Background: an optimization exercise with open tools, aiming at small area. Do not read the settings as production practice.
Function was checked by simulation only, so behaviour that the tests miss may differ from the original.
No activity file was given, so power comes from the tool's default toggle rates.

the previous run:
==> module fastled_cpe, before the edit <==
module fastled_cpe (
    input  wire        clk,
    input  wire        rst,         
    input  wire        tick,        
    input  wire        reg_we,
    input  wire [3:0]  reg_addr,
    input  wire [31:0] reg_wdata,
    output reg  [31:0] reg_rdata,
    output wire        src_req,
    output wire [2:0]  src_op,
    output wire [1:0]  src_ch,
    input  wire [7:0]  src_byte,
    input  wire        src_more,
    output wire [7:0]  port_out,
    output wire        irq_en,
    output wire        busy
);
    localparam [2:0] S_PD   = 3'd0,    
                     S_SD   = 3'd1,    
                     S_LD   = 3'd2,    
                     S_ADV  = 3'd3,    
                     S_HAS  = 3'd4,    
                     S_BITS = 3'd5,    
                     S_GAP  = 3'd6,    
                     S_IDLE = 3'd7;
    reg [15:0] cnt, per, cmpa, cmpb;
    reg        ovf, ma, mb, en;
    reg [7:0]  port;
    reg        cfg_ok, done, c2, c4;
    reg [2:0]  st;
    reg [6:0]  sh;
    localparam [6:0] GAP_START = 7'b1001000;
    wire       sh_fb = (sh[6] ^ sh[5]) & !(sh[6] && sh[5:0] == 6'd0);
    wire [1:0] ch   = {c4, c2};
    wire       zsel = done;
    wire [11:0] nlo  = {per[7:4], per[15:8]};
    wire        nlo0 = (nlo == 12'd0);
    wire idle    = (st == S_IDLE);
    wire [7:0] byte_in = zsel ? 8'h00 : src_byte;
    wire more    = zsel ? !(nlo0 && cnt[15:4] == 12'hFFF) : src_more;
    wire fall    = cfg_ok ? mb : ma;
    wire z7      = (sh[6:0] == 7'd0);
    wire        te   = tick & (en | !idle);
    wire [4:0]  lo   = {1'b0, cnt[3:0]} + {4'd0, te};
    wire        cin4 = idle ? lo[4] : (st == S_ADV && zsel && nlo0);
    wire [11:0] hi   = cnt[15:4] + {11'd0, cin4};
    wire [15:0] inc  = {hi, lo[3:0]};
    wire        wrap = (inc[3:0] == per[3:0]) && (!idle || inc[15:4] == per[15:4]);
    wire [15:0] cn   = {(te && wrap && idle) ? 12'd0 : hi, (te && wrap) ? 4'd0 : lo[3:0]};
    wire        hita = (cn[3:0] == cmpa[3:0]) && (!idle || cn[15:4] == cmpa[15:4]);
    wire        hitb = (cn[3:0] == cmpb[3:0]) && (!idle || cn[15:4] == cmpb[15:4]);
    wire [3:0] hc_op   = reg_wdata[3:0];
    wire       hc_rsvd = (hc_op == 4'h0) || (hc_op > 4'h3) || (reg_wdata[7:4] != 4'h0) ||
                         ((hc_op != 4'h3) && (reg_wdata[31:8] != 24'd0));
    always @(posedge clk) begin
        if (rst) begin
            cnt <= 16'd0; per <= 16'd0; cmpa <= 16'd0; cmpb <= 16'd0;
            ovf <= 1'b0; ma <= 1'b0; mb <= 1'b0; en <= 1'b0;
            port <= 8'h00;
            cfg_ok <= 1'b0; done <= 1'b0; c2 <= 1'b0; c4 <= 1'b0;
            st <= S_IDLE;
            sh <= 7'd0;
        end else begin
            cnt <= cn;
            if (te) begin
                if (wrap) ovf <= 1'b1;
                if (hita) ma  <= 1'b1;
                if (hitb) mb  <= 1'b1;
            end
            if (st[2] && st[1])
                if (tick) sh <= {sh[5:0], sh_fb};
            case (st)
                S_IDLE: if (reg_we) begin
                    case (reg_addr)
                        4'h0: en   <= reg_wdata[0];
                        4'h2: per  <= reg_wdata[15:0];
                        4'h3: cmpa <= reg_wdata[15:0];
                        4'h4: cmpb <= reg_wdata[15:0];
                        4'h5: begin
                            if (reg_wdata[0]) ovf <= 1'b0;
                            if (reg_wdata[1]) ma  <= 1'b0;
                            if (reg_wdata[2]) mb  <= 1'b0;
                        end
                        4'h6: port <= reg_wdata[7:0];
                        4'h9: begin
                            if (hc_rsvd) begin
                                c2 <= 1'b0; c4 <= 1'b1;
                            end else if (hc_op == 4'h1) begin
                                cfg_ok <= 1'b1; c2 <= 1'b0; c4 <= 1'b0;
                            end else if (!cfg_ok) begin
                                c2 <= 1'b1; c4 <= 1'b0;
                            end else begin
                                done <= hc_op[0];    
                                per  <= {reg_wdata[15:8], reg_wdata[19:16], reg_wdata[3:0]};
                                cnt[15:4] <= ~reg_wdata[31:20];
                                c2 <= 1'b0; c4 <= 1'b0;          
                                st   <= S_GAP;
                            end
                        end
                        default: ;
                    endcase
                end
                S_GAP: if (z7) st <= S_PD;
                S_PD: begin
                    port[3] <= 1'b0;
                    per[3:0] <= 4'd15; cmpa <= 16'd4; cmpb <= 16'd9;
                    cnt[3:0] <= 4'd0; ovf <= 1'b0; ma <= 1'b0; mb <= 1'b0;
                    st  <= S_LD;
                end
                S_LD: begin
                    {cfg_ok, en, sh} <= {byte_in, 1'b1};
                    st <= (ch == 2'd0) ? S_HAS : S_BITS;
                end
                S_HAS: if (more) st <= S_SD;
                       else begin
                           en <= 1'b0; cnt[15:4] <= 12'd0;
                           sh <= GAP_START; done <= 1'b1; cfg_ok <= 1'b1;
                           st <= S_IDLE;
                       end
                S_SD: st <= S_BITS;
                S_BITS: if (!port[3]) begin
                    if (ovf) begin
                        cnt[3:0] <= 4'd0; ovf <= 1'b0; ma <= 1'b0; mb <= 1'b0;
                        port[3] <= 1'b1;
                    end
                end else if (fall) begin
                    port[3] <= 1'b0;
                    {cfg_ok, en, sh} <= {en, sh, 1'b0};
                    if (z7) begin
                        if (ch == 2'd2) begin {c4, c2} <= 2'd0; st <= S_ADV; end
                        else            begin {c4, c2} <= ch + 2'd1; st <= S_LD; end
                    end
                end
                S_ADV: begin
                    {cfg_ok, en, sh} <= {byte_in, 1'b1};
                    if (zsel) {per[7:4], per[15:8]} <= nlo - 12'd1;
                    st <= S_HAS;
                end
                default: ;
            endcase
        end
    end
    assign src_req  = (!st[2] || st == S_HAS) && !zsel;
    assign src_op   = st;
    assign src_ch   = ch;
    assign port_out = port;
    assign irq_en   = st[2] & st[1];
    assign busy     = !idle;
    always @(*) begin
        reg_rdata = 32'd0;
        case (reg_addr)
            4'h0: reg_rdata[1:0]  = {1'b1, en};
            4'h1: reg_rdata[15:0] = cnt;
            4'h2: reg_rdata[15:0] = per;
            4'h3: reg_rdata[15:0] = cmpa;
            4'h4: reg_rdata[15:0] = cmpb;
            4'h5: reg_rdata[2:0]  = {mb, ma, ovf};
            4'h6: reg_rdata[7:0]  = port;
            4'h7: reg_rdata[7:0]  = 8'h08;
            4'h8: reg_rdata[7:0]  = {1'b0, c4, c2, 1'b0, 1'b0, done, cfg_ok, !idle};
            4'hA: reg_rdata[7:0]  = 8'h08;
            4'hB: reg_rdata[7:0]  = 8'h04;
            4'hC: reg_rdata[7:0]  = 8'h05;
            4'hD: reg_rdata[7:0]  = 8'h06;
            default: ;
        endcase
    end
endmodule
clock: 10.0 ns
lec_check: 0
cap_margin: 20
core_margin: 2
core_utilization: 60
cts_buf_list: sky130_fd_sc_hd__clkbuf_8
slew_margin: 20
standard.sh (not shown) runs the stock make flow with config.mk's settings and CLKGATE_MAP_FILE= SYNTH_SCRIPT=/design/flow/synth_recipe.tcl, a recipe that flattens the netlist after the stock synthesis.
==> flow/flow/run.sh <==
#!/bin/bash
# Layout flow: the standard synthesis, then the combinational logic is
# mapped again for area with a stronger ABC script, best of eight seeds (every
# flip-flop kept as it is: same instances, names and cell types), then
# the standard layout
# from the floorplan on, with the port buffers made of buf_1 cells and a
# clock tree of clkbuf_8 cells without dummy loads.
# Each tool's output goes to a log file of its own in the work folder.
set -euo pipefail
cd "$(dirname "$0")/.."
W=$(pwd)
R=$W/orfs/results/$FLOW_PLATFORM/fastled_cpe/base
LIB=$FLOW_HOME/platforms/$FLOW_PLATFORM/lib/sky130_fd_sc_hd__tt_025C_1v80.lib

# 1. standard synthesis
bash standard.sh synth > $W/flow_1_synth.log 2>&1

# 2. re-map the combinational logic: eight runs of ABC with different seeds,
#    four at a time, keeping the smallest result
cp $R/1_2_yosys.v $W/1_2_yosys_standard.v
for B in "1 2 3 4" "5 6 7 8"; do
  for S in $B; do
    LIB=$LIB NET_IN=$W/1_2_yosys_standard.v NET_OUT=$W/1_2_yosys_resyn$S.v \
      STAT_OUT=$W/resyn_stat$S.txt ABC_SCRIPT=$W/flow/abc$S.script \
      yosys -c $W/flow/resyn.tcl > $W/flow_2_resyn$S.log 2>&1 &
  done
  wait
done
BEST=""; BESTA=""
for S in 1 2 3 4 5 6 7 8; do
  A=$(grep "Chip area for module" $W/resyn_stat$S.txt | awk '{print $NF}' | tail -n 1 || true)
  [[ -n "$A" ]] || continue
  if [[ -z "$BEST" ]] || awk -v a="$A" -v b="$BESTA" 'BEGIN{exit !(a < b)}'; then BEST=$S; BESTA=$A; fi
done
[[ -n "$BEST" ]]
echo "resynthesis: kept run $BEST, area $BESTA" > $W/resyn_choice.txt
cp $W/1_2_yosys_resyn$BEST.v $R/1_2_yosys.v
rm -f $R/1_synth.odb $R/1_synth.sdc

# 3. standard layout from the re-mapped netlist; the constant outputs share
# one tie cell
export CTS_ARGS="-sink_clustering_enable -repair_clock_nets -buf_list sky130_fd_sc_hd__clkbuf_8 -dont_use_dummy_load"
export SKIP_REPAIR_TIE_FANOUT=1
export BUFFER_PORTS_ARGS="-buffer_cell sky130_fd_sc_hd__buf_1"
bash standard.sh > $W/flow_3_layout.log 2>&1
Other scripts of this flow, unchanged in this note and not shown: flow/flow/abc1.script, flow/flow/abc2.script, flow/flow/abc3.script, flow/flow/abc4.script, flow/flow/abc5.script, flow/flow/abc6.script, flow/flow/abc7.script, flow/flow/abc8.script, flow/flow/resyn.tcl
What the current run does differently from the previous run at the input level:
--- a/flow/design.v
+++ b/flow/design.v
@@ -18,13 +18,13 @@
     localparam [2:0] S_PD   = 3'd0,    
                      S_SD   = 3'd1,    
                      S_LD   = 3'd2,    
                      S_ADV  = 3'd3,    
                      S_HAS  = 3'd4,    
-                     S_BITS = 3'd5,    
-                     S_GAP  = 3'd6,    
-                     S_IDLE = 3'd7;
+                     S_BITS = 3'd6,    
+                     S_GAP  = 3'd7,    
+                     S_IDLE = 3'd5;
     reg [15:0] cnt, per, cmpa, cmpb;
     reg        ovf, ma, mb, en;
     reg [7:0]  port;
     reg        cfg_ok, done, c2, c4;
     reg [2:0]  st;
@@ -65,11 +65,11 @@
             if (te) begin
                 if (wrap) ovf <= 1'b1;
                 if (hita) ma  <= 1'b1;
                 if (hitb) mb  <= 1'b1;
             end
-            if (st[2] && st[1])
+            if (st == S_GAP || st == S_IDLE)
                 if (tick) sh <= {sh[5:0], sh_fb};
             case (st)
                 S_IDLE: if (reg_we) begin
                     case (reg_addr)
                         4'h0: en   <= reg_wdata[0];
@@ -142,11 +142,11 @@
     end
     assign src_req  = (!st[2] || st == S_HAS) && !zsel;
     assign src_op   = st;
     assign src_ch   = ch;
     assign port_out = port;
-    assign irq_en   = st[2] & st[1];
+    assign irq_en   = (st == S_GAP || st == S_IDLE);
     assign busy     = !idle;
     always @(*) begin
         reg_rdata = 32'd0;
         case (reg_addr)
             4'h0: reg_rdata[1:0]  = {1'b1, en};
Notes after the runs:
- Both conditions hold for the current run: the flow ran to the end and the final layout passed the timing, DRC and antenna checks.
- The run with more setup slack is the previous run; the current run has less.
- Re area occupied by multi-input gates: the current run is 1.4% down on the previous run.
- On sequential share of layout area, the current run and the previous run are neck and neck.
- Re instance count on the critical path: the current run is 2 up on the previous run.
- The current run improves on the previous run in area of the mapped netlist.
- As of the current run, total detailed-routing wirelength had fallen by a little under 10% compared to the previous run.
- Compared with the previous run, the current run is the less power-hungry design.
- When the current run is measured against the previous run, its detailed-routing iteration count for the pre-antenna-repair pass turns out 2 lower.
- Die area | the current run < the previous run
- Delta (the current run minus the previous run): met2 track demand over resource in global routing went down 9.9 points; post-layout instance count excluding filler cells went down 2.3%; proportion of total power due to net switching went down 12 points.
- When the current run is measured against the previous run, its total number of vias turns out 273 lower.
- Comparing the current run and the previous run, the higher share of total power in the clock network was measured on the current run.

-- separate check: timing with driven ports --
In the flow no input, the clock included, has a driving cell. The finished layouts below were timed again as built, in two steps.
Step 1 sets driving cells, clkbuf_16 on the clock port and buf_2 on the other inputs (assumed; they add their load-dependent delay and slew).
Step 2 times the ports against the registers' clock, not the clock port: input delays grow and output delays shrink by t, the midpoint of the rising clock arrivals with the driver on.
Slacks: no drivers / after step 1 / after step 2; pairs: no drivers / after step 1.
run | t (ns) | slack for setup (ns) | worst setup path after step 2
the previous run | 0.397 | 3.447 / 3.459 / 3.063 | input to register
the current run | 0.378 | 3.146 / 3.146 / 3.022 | input to register
After both steps every run listed still meets setup and hold. For the previous run, which loses most, drivers alone change the setup slack by +0.012 ns; drivers and shift together by -0.384 ns.
